From an optimization exercise on the open Yosys and OpenROAD flow, aimed at small area, a short achievable clock period and few clock cycles per item; shortcuts taken in it are not production practice.
Only simulation tests tie the RTL to the original design; equivalence was not proved.
The clock input has no modelled driver; a real chip could not lean on it and would need a root buffer or a full tree.
Power is estimated from default activity; no workload was simulated.

build 77:
Design esq1_core, start of the top module:
module esq1_core (
    input  wire        clk,
    input  wire        rst,
    input  wire        cmd_valid,
    output wire        cmd_ready,
    input  wire [31:0] cmd,
    output reg         done,
    output reg  [15:0] res,
    output reg  [2:0]  err,
    output reg  [7:0]  sub,
    output reg  [15:0] pos,
    output reg         sticky
);
    localparam [2:0] E_NONE = 3'd0, E_RANGE = 3'd1, E_FORMAT = 3'd2,
                     E_INVALID = 3'd4, E_ILLEGAL = 3'd5, E_BADOP = 3'd6;
    assign cmd_ready = 1'b1;
    reg [6:0] f00;    
    reg [6:0] f01;    
    reg [6:0] f02;    
    reg [7:0] f03;    
    reg [7:0] f04;    
    reg [7:0] f05;    
    reg [7:0] f06;    
    reg [5:0] f07;    
    reg [7:0] f08;    
    reg [7:0] f09;    
    reg [6:0] f10;    
    reg [6:0] f11;    
    reg [6:0] f12;    
    reg [7:0] f13;    
    reg [7:0] f14;    
    reg [7:0] f15;    
    reg [7:0] f16;    
    reg [5:0] f17;    
    reg [7:0] f18;    
    reg [7:0] f19;    
    reg [6:0] f20;    
    reg [6:0] f21;    
    reg [6:0] f22;    
    reg [7:0] f23;    
    reg [7:0] f24;    
    reg [7:0] f25;    
    reg [7:0] f26;    
    reg [5:0] f27;    
    reg [7:0] f28;    
    reg [7:0] f29;    
    reg [6:0] f30;    
    reg [6:0] f31;    
    reg [6:0] f32;    
  ...
Size: ~10000 cells after synthesis, roughly 2000 flip-flops, roughly 81 I/O pins, about 0.082 mm² of cells after synthesis.
export LEC_CHECK = 0
export ABC_AREA = 1
export CAP_MARGIN = 30
export CORE_MARGIN = 2
export CORE_UTILIZATION = 50
export PLACE_DENSITY = 0.62
export SLEW_MARGIN = 20
create_clock -name core_clock -period 10.0 [get_ports {clk}]
standard.sh (not shown) runs the stock make flow with config.mk's settings and CLKGATE_MAP_FILE= SYNTH_SCRIPT=/design/flow/synth_recipe.tcl, a recipe that flattens the netlist after the stock synthesis.
==> flow/flow/run.sh <==
#!/bin/bash
# The standard layout (the standard.sh: standard synthesis, floorplan,
# placement, CTS, routing) with these changes to how it is made:
# - ORFS's timing repair aims below the clock period: repair_timing treats a
#   path as failing until its slack reaches SETUP_SLACK_MARGIN ns, so the
#   sized netlist runs well under the 10 ns clock;
# - the port buffers are buf_4 (ORFS would pick a delay cell);
# - CTS clusters up to 25 sinks per leaf buffer (within 80 um) and adds no
#   dummy loads;
# - after CTS, post_cts.tcl moves the clock pin to the middle of the left
#   edge and rebuilds the top of the clock tree: the clock
#   port drives four buffers next to it, one per region, that drive the
#   leaf buffers
#   (retree.tcl); the tree stays balanced, one level shallower;
# - after global routing, post_grt.tcl repairs antennas with a margin so
#   detailed routing needs no antenna re-route passes.
# The SDC and every other setting stay the standard flow's.
set -euo pipefail
here=$(pwd)
bash standard.sh SETUP_SLACK_MARGIN=7.0 \
  "BUFFER_PORTS_ARGS=-buffer_cell sky130_fd_sc_hd__buf_4" \
  "CTS_ARGS=-sink_clustering_enable -repair_clock_nets -sink_clustering_size 25 -sink_clustering_max_diameter 80 -dont_use_dummy_load" \
  POST_CTS_TCL="$here/flow/post_cts.tcl" \
  POST_GLOBAL_ROUTE_TCL="$here/flow/post_grt.tcl" \
  finish > flow_standard.log 2>&1
==> flow/flow/post_cts.tcl <==
# POST_CTS hook: rebuild the top of the clock tree (see retree.tcl), then
# legalize the new buffers and repair timing again on the new tree.
source [file join [file dirname [info script]] retree.tcl]
center_clk_pin
retree_clock 4
detailed_placement
estimate_parasitics -placement
repair_timing_helper
detailed_placement
check_placement -verbose
Other scripts of this flow, unchanged in this note and not shown: flow/flow/post_grt.tcl, flow/flow/retree.tcl
Build 77 did not stop at any stage, and its layout met the timing, design-rule and antenna checks.
Testbench counts of build 77, summed over its fixed seeds: cycles 13,568, cmds 13,544.
[inputs] build 72 vs build 77
==> flow/flow/run.sh <==
#!/bin/bash
# The standard layout (the standard.sh: standard synthesis, floorplan,
# placement, CTS, routing), with these changes to how it is made:
# - ORFS's timing repair aims below the clock period: repair_timing treats
#   a path as failing until its slack reaches SETUP_SLACK_MARGIN ns, so the
#   sized netlist runs well under the 10 ns clock;
# - the port buffers are buf_4 (ORFS would pick a delay cell);
# - CTS clusters up to 25 sinks per leaf buffer (within 80 um) and adds no
#   dummy loads;
# - after CTS, post_cts.tcl moves the clock pin to the middle of the left
#   edge and rebuilds the top of the clock tree (retree.tcl): the clock
#   port drives four buffers next to it, one per region of the die, and
#   each drives the leaf buffers of its region. The tree stays balanced
#   and is one level shallower than the one CTS builds;
# - clock nets are routed on met4 and met5 (ORFS: met3 and up), which have
#   less capacitance per um, so the long nets of the shallow tree are faster;
# - after global routing, post_grt.tcl repairs antennas again with a margin,
#   so detailed routing needs no antenna repair-and-reroute passes.
# The SDC, the clock period and every other setting stay the standard flow's.
set -euo pipefail
here=$(pwd)
bash standard.sh SETUP_SLACK_MARGIN=7.0 \
  "BUFFER_PORTS_ARGS=-buffer_cell sky130_fd_sc_hd__buf_4" \
  "CTS_ARGS=-sink_clustering_enable -repair_clock_nets -sink_clustering_size 25 -sink_clustering_max_diameter 80 -dont_use_dummy_load" \
  MIN_CLK_ROUTING_LAYER=met4 \
  POST_CTS_TCL="$here/flow/post_cts.tcl" \
  POST_GLOBAL_ROUTE_TCL="$here/flow/post_grt.tcl" \
  finish > flow_standard.log 2>&1
==> flow/flow/post_cts.tcl <==
# POST_CTS hook: put the clock pin at the middle of the left edge, rebuild
# the top of the clock tree (see retree.tcl), legalize the new buffers and
# repair timing again on the new tree.
source [file join [file dirname [info script]] retree.tcl]
center_clk_pin
retree_clock 4
detailed_placement
estimate_parasitics -placement
repair_timing_helper
detailed_placement
check_placement -verbose
--- outcome ---
- Build 72 did not stop at any stage, and its layout met the timing, design-rule and antenna checks.
- Build 77 → build 72: leakage power of the design has remained practically unchanged, arrival time of the worst setup path fell 20 ps, power consumption has remained practically unchanged, final core area utilization comparable.
- From build 77 to build 72 the numbers moved as follows: number of pins with negative max-slew slack in the final report neither gained nor lost much; layout overhead on the synthesized area held steady; design area about even.
- Setup WNS build 77 -> build 72: better
- Build 77 and build 72 ended up with roughly the same routed wire length.
What build 16 does differently from build 72 at the input level:
Settings: swapping 0.62 for 0.68 in PLACE_DENSITY; swapping 50 for 58 in CORE_UTILIZATION.
Changes observed in build 16 relative to build 72: total routing resource utilization after global routing went up by 4.5 points; area overhead of the layout relative to synthesis shrank by 1.1 points; global-route wire length before repair went down about 3.3%; cell count after placement dropped 2.6%; max capacitance violation total roughly the same.
The higher horizontal extent of the die of build 16 and build 72 is in build 72.
Summary: die area, build 16 better than build 72
As of build 16, total number of vias had risen by a few percent compared to build 72.
Relative to build 72, final instance area has gone down in build 16.
### build 16 -> build 61
Settings: PLACE_DENSITY: 0.68 -> 0.74; CORE_UTILIZATION: 58 -> 64.
--- a/flow/flow/run.sh
+++ b/flow/flow/run.sh
@@ -7,2 +7,4 @@
 # - the port buffers are buf_4 (ORFS would pick a delay cell);
+# - after global placement, post_gpl.tcl moves each register that drives an
+#   output port's buffer next to that buffer;
 # - CTS clusters up to 25 sinks per leaf buffer (within 80 um) and adds no
@@ -21,3 +23,3 @@
 here=$(pwd)
-bash standard.sh SETUP_SLACK_MARGIN=7.0 \
+bash standard.sh SETUP_SLACK_MARGIN=7.1 \
   "BUFFER_PORTS_ARGS=-buffer_cell sky130_fd_sc_hd__buf_4" \
@@ -25,2 +27,3 @@
   MIN_CLK_ROUTING_LAYER=met4 \
+  POST_GLOBAL_PLACE_TCL="$here/flow/post_gpl.tcl" \
   POST_CTS_TCL="$here/flow/post_cts.tcl" \
==> flow/flow/post_gpl.tcl (new file) <==
# POST_GLOBAL_PLACE hook: move each register that drives an output port's
# buffer next to that buffer (which sits at its port), so that the
# register's output drives a short wire; detailed placement legalizes it.
# The paths into these registers have time to spare; the paths out of them
# to the ports are the slowest in the design.
proc place_output_regs {} {
  set block [ord::get_db_block]
  array set sumx {}; array set sumy {}; array set cnt {}; array set obj {}
  foreach bt [$block getBTerms] {
    if {[$bt getIoType] ne "OUTPUT"} { continue }
    set net [$bt getNet]
    if {$net eq "NULL"} { continue }
    foreach it [$net getITerms] {
      if {[$it getIoType] ne "OUTPUT"} { continue }
      set buf [$it getInst]
      foreach bit [$buf getITerms] {
        if {[$bit getIoType] ne "INPUT" || ![$bit isInputSignal]} { continue }
        set inet [$bit getNet]
        if {$inet eq "NULL"} { continue }
        foreach dit [$inet getITerms] {
          if {[$dit getIoType] ne "OUTPUT"} { continue }
          set reg [$dit getInst]
          if {![string match "*__df*" [[$reg getMaster] getName]]} { continue }
          set bb [$buf getBBox]
          set k [$reg getName]
          set obj($k) $reg
          if {![info exists cnt($k)]} { set cnt($k) 0; set sumx($k) 0; set sumy($k) 0 }
          incr cnt($k)
          set sumx($k) [expr {$sumx($k) + [$bb xMin]}]
          set sumy($k) [expr {$sumy($k) + [$bb yMin]}]
        }
      }
    }
  }
  set core [$block getCoreArea]
  set cx [expr {([$core xMin] + [$core xMax]) / 2}]
  set cy [expr {([$core yMin] + [$core yMax]) / 2}]
  set n 0
  foreach k [array names cnt] {
    set x [expr {$sumx($k) / $cnt($k)}]
    set y [expr {$sumy($k) / $cnt($k)}]
    set x [expr {$x + ($cx > $x ? 4000 : -4000)}]
    set y [expr {$y + ($cy > $y ? 4000 : -4000)}]
    $obj($k) setLocation $x $y
    incr n
  }
  puts "place_output_regs: moved $n registers"
}
place_output_regs
### Flow results
Build 61 did not stop at any stage, and its layout met the timing, design-rule and antenna checks. The final layout from build 16, which completed every stage, passed the timing, design-rule and antenna checks at the end of the flow. In the reports for build 16 and build 61, the larger final clock period utilization by the worst path belongs to build 16. Compared with build 16, in build 61 design area saw little to no change; clock share of power saw a decrease.
Setup changes, build 61 to build 12
Settings: CORE_UTILIZATION changed from 64 to 70; PLACE_DENSITY changed from 0.74 to 0.8.
--- a/flow/flow/run.sh
+++ b/flow/flow/run.sh
@@ -7,4 +7,2 @@
 # - the port buffers are buf_4 (ORFS would pick a delay cell);
-# - after global placement, post_gpl.tcl moves each register that drives an
-#   output port's buffer next to that buffer;
 # - CTS clusters up to 25 sinks per leaf buffer (within 80 um) and adds no
@@ -23,3 +21,3 @@
 here=$(pwd)
-bash standard.sh SETUP_SLACK_MARGIN=7.1 \
+bash standard.sh SETUP_SLACK_MARGIN=7.0 \
   "BUFFER_PORTS_ARGS=-buffer_cell sky130_fd_sc_hd__buf_4" \
@@ -27,3 +25,2 @@
   MIN_CLK_ROUTING_LAYER=met4 \
-  POST_GLOBAL_PLACE_TCL="$here/flow/post_gpl.tcl" \
   POST_CTS_TCL="$here/flow/post_cts.tcl" \
removed: flow/flow/post_gpl.tcl
Findings:
Per the comparison of build 12 with build 61, post-layout total power fell 0.41%, sequential cell count closely matched the old numbers.
[build 12] proportion of power drawn by flip-flops and latches rose 0.3 points relative to build 61
Higher share of cell area taken by flip-flops and latches was reported by build 12, not build 61.
Build 12 — data required time of the critical path 2370 ps higher, build 61 as reference
When build 12 is measured against build 61, its delay of the slowest cell on the worst path turns out 460 ps higher.
Setup slack after placement: build 12 better than build 61
Changes observed in build 12 relative to build 61: worst hold slack barely changed, net count of the finished layout barely changed, largest net degree at the start of global routing dropped about 17%, final worst-path cycle share barely changed.

static timing again, ports no longer ideal:
The results above use ideal ports. As a check the final layouts listed here were re-extracted and re-timed, cells and wires unchanged.
Step 1 sets driving cells, clkbuf_16 on the clock port and buf_2 on the other inputs (assumed; they add their load-dependent delay and slew).
Step 2 adds t to the input delays and takes it off the output delays; t is the mean of the earliest and latest rising clock arrival at the registers after step 1. Input paths then give back, and output paths get back, about the clock's delay inside the block.
Slacks: no drivers / after step 1 / after step 2; pairs: no drivers / after step 1.
| run | t, ns | setup WS [ns] | clock arrival spread, ns | worst register clock-pin slew, ns |
|---|---|---|---|---|
| build 77 | 0.704 | 6.700 / 6.641 / 6.485 | 0.163 / 0.163 | 0.11 / 0.11 |
| build 72 | 0.693 | 6.722 / 6.664 / 6.496 | 0.155 / 0.155 | 0.11 / 0.11 |
| build 16 | 0.666 | 6.758 / 6.698 / 6.488 | 0.095 / 0.095 | 0.11 / 0.11 |
| build 61 | 0.656 | 6.819 / 6.757 / 6.568 | 0.122 / 0.121 | 0.11 / 0.11 |
| build 12 | 0.658 | 6.829 / 6.784 / 6.388 | 0.133 / 0.134 | 0.11 / 0.11 |
After both steps every run listed still meets setup and hold. For build 12, which loses most, drivers alone change the setup slack by -0.045 ns; drivers and shift together by -0.441 ns.
